This design comes from an exercise in tuning for a short achievable clock period and few clock cycles on the open sky130 flow, not from production work.
In this exercise RTL edits were held to simulation tests only and were not proved equivalent to the original.

==> inputs of delta <==
// oac_core
module oac_core (
    input  wire        clk,
    input  wire        rst,           
    output wire        mem_req,
    output wire        mem_we,
    output wire [6:0]  mem_addr,
    output wire [31:0] mem_wdata,
    input  wire        mem_ack,
    input  wire [31:0] mem_rdata,
    output wire        halted,
    output wire        faulted,
    output reg  [1:0]  fault_kind,
    output reg  [31:0] fault_value,
    output wire [31:0] pc_out,
    output wire [31:0] x0_out,
    output wire [31:0] x1_out,
    output wire [31:0] x2_out,
    output wire [31:0] x3_out,
    output wire [1:0]  flags_out,
    output wire [31:0] stk_top_out
);
Settings: LEC_CHECK=0, ABC_CLOCK_PERIOD_IN_PS=4000, CAP_MARGIN=20, CORE_MARGIN=2, CORE_UTILIZATION=40, SETUP_SLACK_MARGIN=5, SLEW_MARGIN=20, TNS_END_PERCENT=30; clock period 10.0 ns.
run.sh (not shown) runs the stock make flow with config.mk's settings and CLKGATE_MAP_FILE= SYNTH_SCRIPT=/design/flow/synth_recipe.tcl, a recipe that flattens the netlist after the stock synthesis.
==> juniper (differences from delta) <==
--- a/flow/design.v
+++ b/flow/design.v
@@ -15,14 +15,25 @@
         end
         for (i = 0; i < 8; i = i + 1) begin : g2
             assign l2[i] = l1[4*i] | l1[4*i+1] | l1[4*i+2] | l1[4*i+3];
         end
     endgenerate
     assign q = l2[0] | l2[1] | l2[2] | l2[3] | l2[4] | l2[5] | l2[6] | l2[7];
 endmodule
+module oac_core_bsel (
+    input  wire [31:0]  row,
+    input  wire [1:0]   lo,
+    output wire [127:0] bs
+);
+    wire [31:0] nrow = {row[30:0], 1'b0};
+    assign bs[31:0]   = (lo != 2'd0) ? nrow : row;
+    assign bs[63:32]  = lo[1]        ? nrow : row;
+    assign bs[95:64]  = (lo == 2'd3) ? nrow : row;
+    assign bs[127:96] = row;
+endmodule
 module oac_core_rd32 #(parameter W = 36) (
     input  wire [32*W-1:0] d,
     input  wire [31:0]     s,
     output wire [W-1:0]    q
 );
     wire [W-1:0] l1 [0:7];
     genvar i;
@@ -106,21 +117,26 @@
     reg [2:0]       wq_head;
     reg [3:0]       wq_n;
     wire            wq_any  = (wq_n != 4'd0);
     wire            wq_full = (wq_n == QD);
     wire [2:0]      wq_tail = wq_head + wq_n[2:0];
     reg [31:0] pc;
     reg [31:0] qoh;                    
+    reg [127:0] bsel;                  
+    reg [3:0]  pmoh;                   
     reg [6:0]  sp;                     
     reg        lp_v;                   
     reg [6:0]  lp_addr;
     reg [7:0]  lp_data;
     reg [31:0] x0, x1, x2, x3;
     reg        flag_z, flag_n;
     reg        f_end;                  
+    reg [31:0] end_pc;                 
+    reg [6:0]  end_sp;
+    reg        fcv_q;                  
     reg        end_fault;
     reg        done_h, done_f;
     assign halted      = done_h;
     assign faulted     = done_f;
     assign pc_out      = pc;
     assign x0_out      = x0;
     assign x1_out      = x1;
@@ -156,23 +172,27 @@
     wire [1:0]  pm = pc[1:0];
     wire [31:0] qoh1 = {qoh[30:0], 1'b0};
     wire [31:0] qoh2 = {qoh[29:0], 2'b0};
     wire [35:0] bq [0:3];
     wire [3:0]  bv2;                   
     generate
         for (g = 0; g < 4; g = g + 1) begin : g_bq
-            wire nxt = (g < pm);
-            oac_core_rd32 #(36) u_rdb (.d(bank[g]), .s(nxt ? qoh1 : qoh), .q(bq[g]));
-            oac_core_rd32 #(1)  u_rdv (.d(bank_v[g]), .s(nxt ? qoh2 : qoh1), .q(bv2[g]));
+            wire [31:0] sb = bsel[32*g +: 32];
+            oac_core_rd32 #(36) u_rdb (.d(bank[g]), .s(sb), .q(bq[g]));
+            oac_core_rd32 #(1)  u_rdv (.d(bank_v[g]), .s({sb[30:0], 1'b0}), .q(bv2[g]));
         end
     endgenerate
-    wire [35:0] m0 = bq[pm];
-    wire [35:0] m1 = bq[pm + 2'd1];
-    wire [35:0] m2 = bq[pm + 2'd2];
-    wire [35:0] m3 = bq[pm + 2'd3];
+    wire [35:0] m0 = ({36{pmoh[0]}} & bq[0]) | ({36{pmoh[1]}} & bq[1]) |
+                     ({36{pmoh[2]}} & bq[2]) | ({36{pmoh[3]}} & bq[3]);
+    wire [35:0] m1 = ({36{pmoh[3]}} & bq[0]) | ({36{pmoh[0]}} & bq[1]) |
+                     ({36{pmoh[1]}} & bq[2]) | ({36{pmoh[2]}} & bq[3]);
+    wire [35:0] m2 = ({36{pmoh[2]}} & bq[0]) | ({36{pmoh[3]}} & bq[1]) |
+                     ({36{pmoh[0]}} & bq[2]) | ({36{pmoh[1]}} & bq[3]);
+    wire [35:0] m3 = ({36{pmoh[1]}} & bq[0]) | ({36{pmoh[2]}} & bq[1]) |
+                     ({36{pmoh[3]}} & bq[2]) | ({36{pmoh[0]}} & bq[3]);
     wire [35:0] e0 = m0;
     wire [35:0] e1 = m1;
     wire [35:0] e2 = m2;
     wire [31:0] w0 = e0[31:0];
     wire [31:0] w1 = e1[31:0];
     wire [31:0] w2 = e2[31:0];
     wire        v0 = e0[35], v1 = e1[35], v2 = e2[35];
@@ -295,18 +315,45 @@
     always @(*) begin
         if (is_inc)                       f_nqoh = c1 ? qoh1 : qoh;
         else if (is3)                     f_nqoh = c3 ? qoh1 : qoh;
         else if (is_ret)                  f_nqoh = oh_ws;
         else if (f_tojmp)                 f_nqoh = oh_w1;
         else                              f_nqoh = c2 ? qoh1 : qoh;
     end
+    wire [31:0]  fl_pc  = x_mis ? x_alt : r_alt;
+    wire [6:0]   fl_sp  = x_mis ? x_sp  : r_sp;
+    wire [31:0]  fl_qoh = (fl_pc[31:7] == 25'd0) ? (32'd1 << fl_pc[6:2]) : 32'd0;
+    wire [127:0] bs_p1, bs_p2, bs_p3, bs_w1, bs_ws, bs_fl;
+    oac_core_bsel u_bs1 (.row(c1 ? qoh1 : qoh), .lo(p1[1:0]),   .bs(bs_p1));
+    oac_core_bsel u_bs2 (.row(c2 ? qoh1 : qoh), .lo(p2[1:0]),   .bs(bs_p2));
+    oac_core_bsel u_bs3 (.row(c3 ? qoh1 : qoh), .lo(p3[1:0]),   .bs(bs_p3));
+    oac_core_bsel u_bsj (.row(oh_w1),           .lo(w1[1:0]),   .bs(bs_w1));
+    oac_core_bsel u_bsr (.row(oh_ws),           .lo(ws[1:0]),   .bs(bs_ws));
+    oac_core_bsel u_bsf (.row(fl_qoh),          .lo(fl_pc[1:0]), .bs(bs_fl));
+    reg  [127:0] f_nbsel;
+    reg  [3:0]   f_npmoh;
+    always @(*) begin
+        if (is_inc)       begin f_nbsel = bs_p1; f_npmoh = 4'd1 << p1[1:0]; end
+        else if (is3)     begin f_nbsel = bs_p3; f_npmoh = 4'd1 << p3[1:0]; end
+        else if (is_ret)  begin f_nbsel = bs_ws; f_npmoh = 4'd1 << ws[1:0]; end
+        else if (f_tojmp) begin f_nbsel = bs_w1; f_npmoh = 4'd1 << w1[1:0]; end
+        else              begin f_nbsel = bs_p2; f_npmoh = 4'd1 << p2[1:0]; end
+    end
     wire f_needx = ~(is_jmp | is_ret | (is_cond & ~f_guess));
     wire [6:0] f_daddr = is_rm ? w2[6:0] : w1[6:0];
     wire [35:0] ed;
-    oac_core_rd #(36) u_rdd (.d(ent), .s(r_doh), .q(ed));
+    wire [128*33-1:0] entd;
+    generate
+        for (g = 0; g < 128; g = g + 1) begin : g_entd
+            assign entd[33*g +: 33] = {mv[g], mm[32*g +: 32]};
+        end
+    endgenerate
+    wire [32:0] ed33;
+    oac_core_rd #(33) u_rdd (.d(entd), .s(r_doh), .q(ed33));
+    assign ed = {ed33[32], 3'b000, ed33[31:0]};
     wire [31:0] rd_m  = ed[31:0];
     wire        rd_v  = ed[35];
     wire        r_wbhit = mw_v & (mw_addr == r_daddr);
     wire        r_xhit  = wa_x & (x_waddr == r_daddr);
     wire        r_ready = ~r_needd | ((rd_v | r_wbhit) & ~r_xhit);
     wire [31:0] r_d = ~r_needd ? r_imm : (r_wbhit ? mw_data : rd_m);
     wire r_cond = (r_bt == 2'd0) ? flag_z : ((r_bt == 2'd1) ? ~flag_z : flag_n);
@@ -338,33 +385,30 @@
     wire r_mis    = r_move & r_chk & (r_cond != r_pred) & ~x_mis;
     wire r_free   = ~r_v | r_move;
     wire flush    = x_mis | r_mis;
     wire f_run    = ~f_end;
     wire f_go     = f_run & f_ready & r_free & ~flush;
     wire f_stop   = f_go & (f_fault | f_halt);
     wire f_issue  = f_go & ~f_fault & ~f_halt;
-    wire [31:0]  fl_pc  = x_mis ? x_alt : r_alt;
-    wire [6:0]   fl_sp  = x_mis ? x_sp  : r_sp;
-    wire [31:0]  fl_qoh = (fl_pc[31:7] == 25'd0) ? (32'd1 << fl_pc[6:2]) : 32'd0;
     wire enq      = x_commit & x_wr;
     wire done     = done_h | done_f;
-    wire wr_go    = wq_any & (wq_full | f_end | ~fc_v | done);
+    wire wr_go    = wq_any & (wq_full | f_end | ~fcv_q | done);
     wire deq      = bus_load & wr_go;
     wire direct   = enq & bus_load & ~wq_any & ~(fc_v & ~done);
     wire drained  = ~r_v & ~x_v & ~wq_any & ~(req_v & req_we) &
                     ~(outst & inf_we & ~mem_ack);
     wire [7:0] vk;
     assign vk[0] = m0[35];
     assign vk[1] = m1[35];
     assign vk[2] = m2[35];
     assign vk[3] = m3[35];
-    assign vk[4] = bv2[pm];
-    assign vk[5] = bv2[pm + 2'd1];
-    assign vk[6] = bv2[pm + 2'd2];
-    assign vk[7] = bv2[pm + 2'd3];
+    assign vk[4] = |(pmoh & bv2);
+    assign vk[5] = |({pmoh[2:0], pmoh[3]}   & bv2);
+    assign vk[6] = |({pmoh[1:0], pmoh[3:2]} & bv2);
+    assign vk[7] = |({pmoh[0],   pmoh[3:1]} & bv2);
     wire ex_req = req_v & ~req_we;
     wire ex_inf = outst & ~inf_we;
     reg        fc_v;
     reg [6:0]  fc_a;
     reg [6:0]  ca;
     always @(*) begin
         fc_v = 1'b0;
@@ -400,29 +444,31 @@
             inf_addr  <= 7'd0;
             inf_oh    <= 128'd0;
             mw_v      <= 1'b0;
             wq_head   <= 3'd0;
             wq_n      <= 4'd0;
             pc        <= 32'd0;
             qoh       <= 32'd1;
+            bsel      <= {4{32'd1}};
+            pmoh      <= 4'd1;
             lp_v      <= 1'b0;
             sp        <= STACK_TOP_INIT;
             x0 <= 32'd0; x1 <= 32'd0; x2 <= 32'd0; x3 <= 32'd0;
             flag_z    <= 1'b0;
             flag_n    <= 1'b0;
             f_end     <= 1'b0;
             end_fault <= 1'b0;
             done_h    <= 1'b0;
             done_f    <= 1'b0;
             fault_kind  <= 2'd0;
             fault_value <= 32'd0;
             r_v       <= 1'b0;
             x_v       <= 1'b0;
         end else begin
-            for (i = 0; i < 128; i = i + 1) begin
+                        for (i = 0; i < 128; i = i + 1) begin
                 if (mw_v && mw_oh[i]) begin
                     mm[32*i +: 32] <= mw_data;
                     {m_op[i], m_rg[i], m_ad[i]} <= pd_mw;
                     mv[i]          <= 1'b1;
                 end else if (fill_ack && inf_oh[i] && !mv[i]) begin
                     mm[32*i +: 32] <= mem_rdata;
                     {m_op[i], m_rg[i], m_ad[i]} <= pd_rd;
@@ -443,24 +489,25 @@
                     req_we    <= 1'b1;
                     req_addr  <= wq_addr[7*wq_head +: 7];
                     req_wdata <= wq_data[32*wq_head +: 32];
                 end else if (fc_v && !done) begin
                     req_v     <= 1'b1;
                     req_we    <= 1'b0;
                     req_addr  <= fc_a;
-                end else if (enq) begin
+                end else if (enq && !wq_any) begin
                     req_v     <= 1'b1;
                     req_we    <= 1'b1;
                     req_addr  <= x_waddr;
                     req_wdata <= alu_r;
                 end else begin
                     req_v     <= 1'b0;
                     req_we    <= 1'b0;
                 end
             end
+            fcv_q   <= fc_v;
             mw_v    <= enq;
             mw_push <= x_push;
             mw_addr <= x_waddr;
             mw_oh   <= 128'd1 << x_waddr;
             mw_data <= alu_r;
             if (enq && !direct) begin
                 wq_addr[7*wq_tail +: 7]   <= x_waddr;
@@ -531,23 +578,32 @@
                 end else if ((is_st | is_incm) && w1[6:0] == lp_addr) begin
                     lp_v    <= 1'b0;
                 end
             end
             if (flush) begin
                 pc    <= fl_pc;
                 qoh   <= fl_qoh;
+                bsel  <= bs_fl;
+                pmoh  <= 4'd1 << fl_pc[1:0];
                 sp    <= fl_sp;
                 f_end <= 1'b0;
-            end else if (f_issue) begin
+            end else if (f_end) begin
+                pc  <= end_pc;
+                sp  <= end_sp;
+            end else if (f_go) begin
                 pc  <= f_npc;
                 qoh <= f_nqoh;
+                bsel <= f_nbsel;
+                pmoh <= f_npmoh;
                 if (is_call) sp <= sp - 7'd1;
                 if (is_ret)  sp <= sp + 7'd1;
             end
             if (f_stop) begin
+                end_pc      <= pc;
+                end_sp      <= sp;
                 f_end       <= 1'b1;
                 end_fault   <= f_fault;
                 fault_kind  <= f_fk;
                 fault_value <= f_fv;
             end
             if (f_end && drained) begin
                 done_h <= ~end_fault;
CORE_UTILIZATION = 25   (was 40)
==> results.py <==
metrics = {
    "status": {
        "status": "did not finish",
        "haltStage": "global routing (5_1_grt)",
        "error": "[ERROR GRT-0232] Routing congestion too high. Check the congestion heatmap in the GUI.",
    },
    "grt": {
        "grt-ovfl-total": 2,
    },
    "synthesis": {
        "synth_top_area_share_pct": 49.2,
        "yosys.area_share.simple_pct": 7.22,
        "yosysUniqueCellTypes": 116,
        "synthMuxAreaShare_pct": 16.4,
    },
    "floorplanning": {
        "start_util_pct": 25.1,
    },
    "placement": {
        "place.gp.congestion": 1.13,
        "dpl-instance-area_um2": 365000,
    },
    "clock_network": {
        "post_cts_resized": 1357,
    },
}
# the run above: juniper

==> results.py <==
metrics = {
    "status": {
        "status": "did not finish",
        "haltStage": "global routing (5_1_grt)",
        "error": "[ERROR GRT-0116] Global routing finished with congestion. Check the congestion regions in the DRC Viewer.",
    },
    "placement": {
        "dpl-instance-area_um2": 340000,
        "place.gp.congestion": 1.26,
    },
    "clock_network": {
        "post_cts_resized": 966,
    },
    "grt": {
        "grt-ovfl-total": 6635,
    },
    "synthesis": {
        "yosysUniqueCellTypes": 109,
        "synthMuxAreaShare_pct": 16.7,
        "yosys.area_share.simple_pct": 6.73,
        "synth_top_area_share_pct": 50.7,
    },
    "floorplanning": {
        "start_util_pct": 40.1,
    },
}
# the run above: delta

Testbench counts of delta, summed over its fixed seeds: cycles 12,684.
Testbench counts of juniper, summed over its fixed seeds: cycles 12,688.
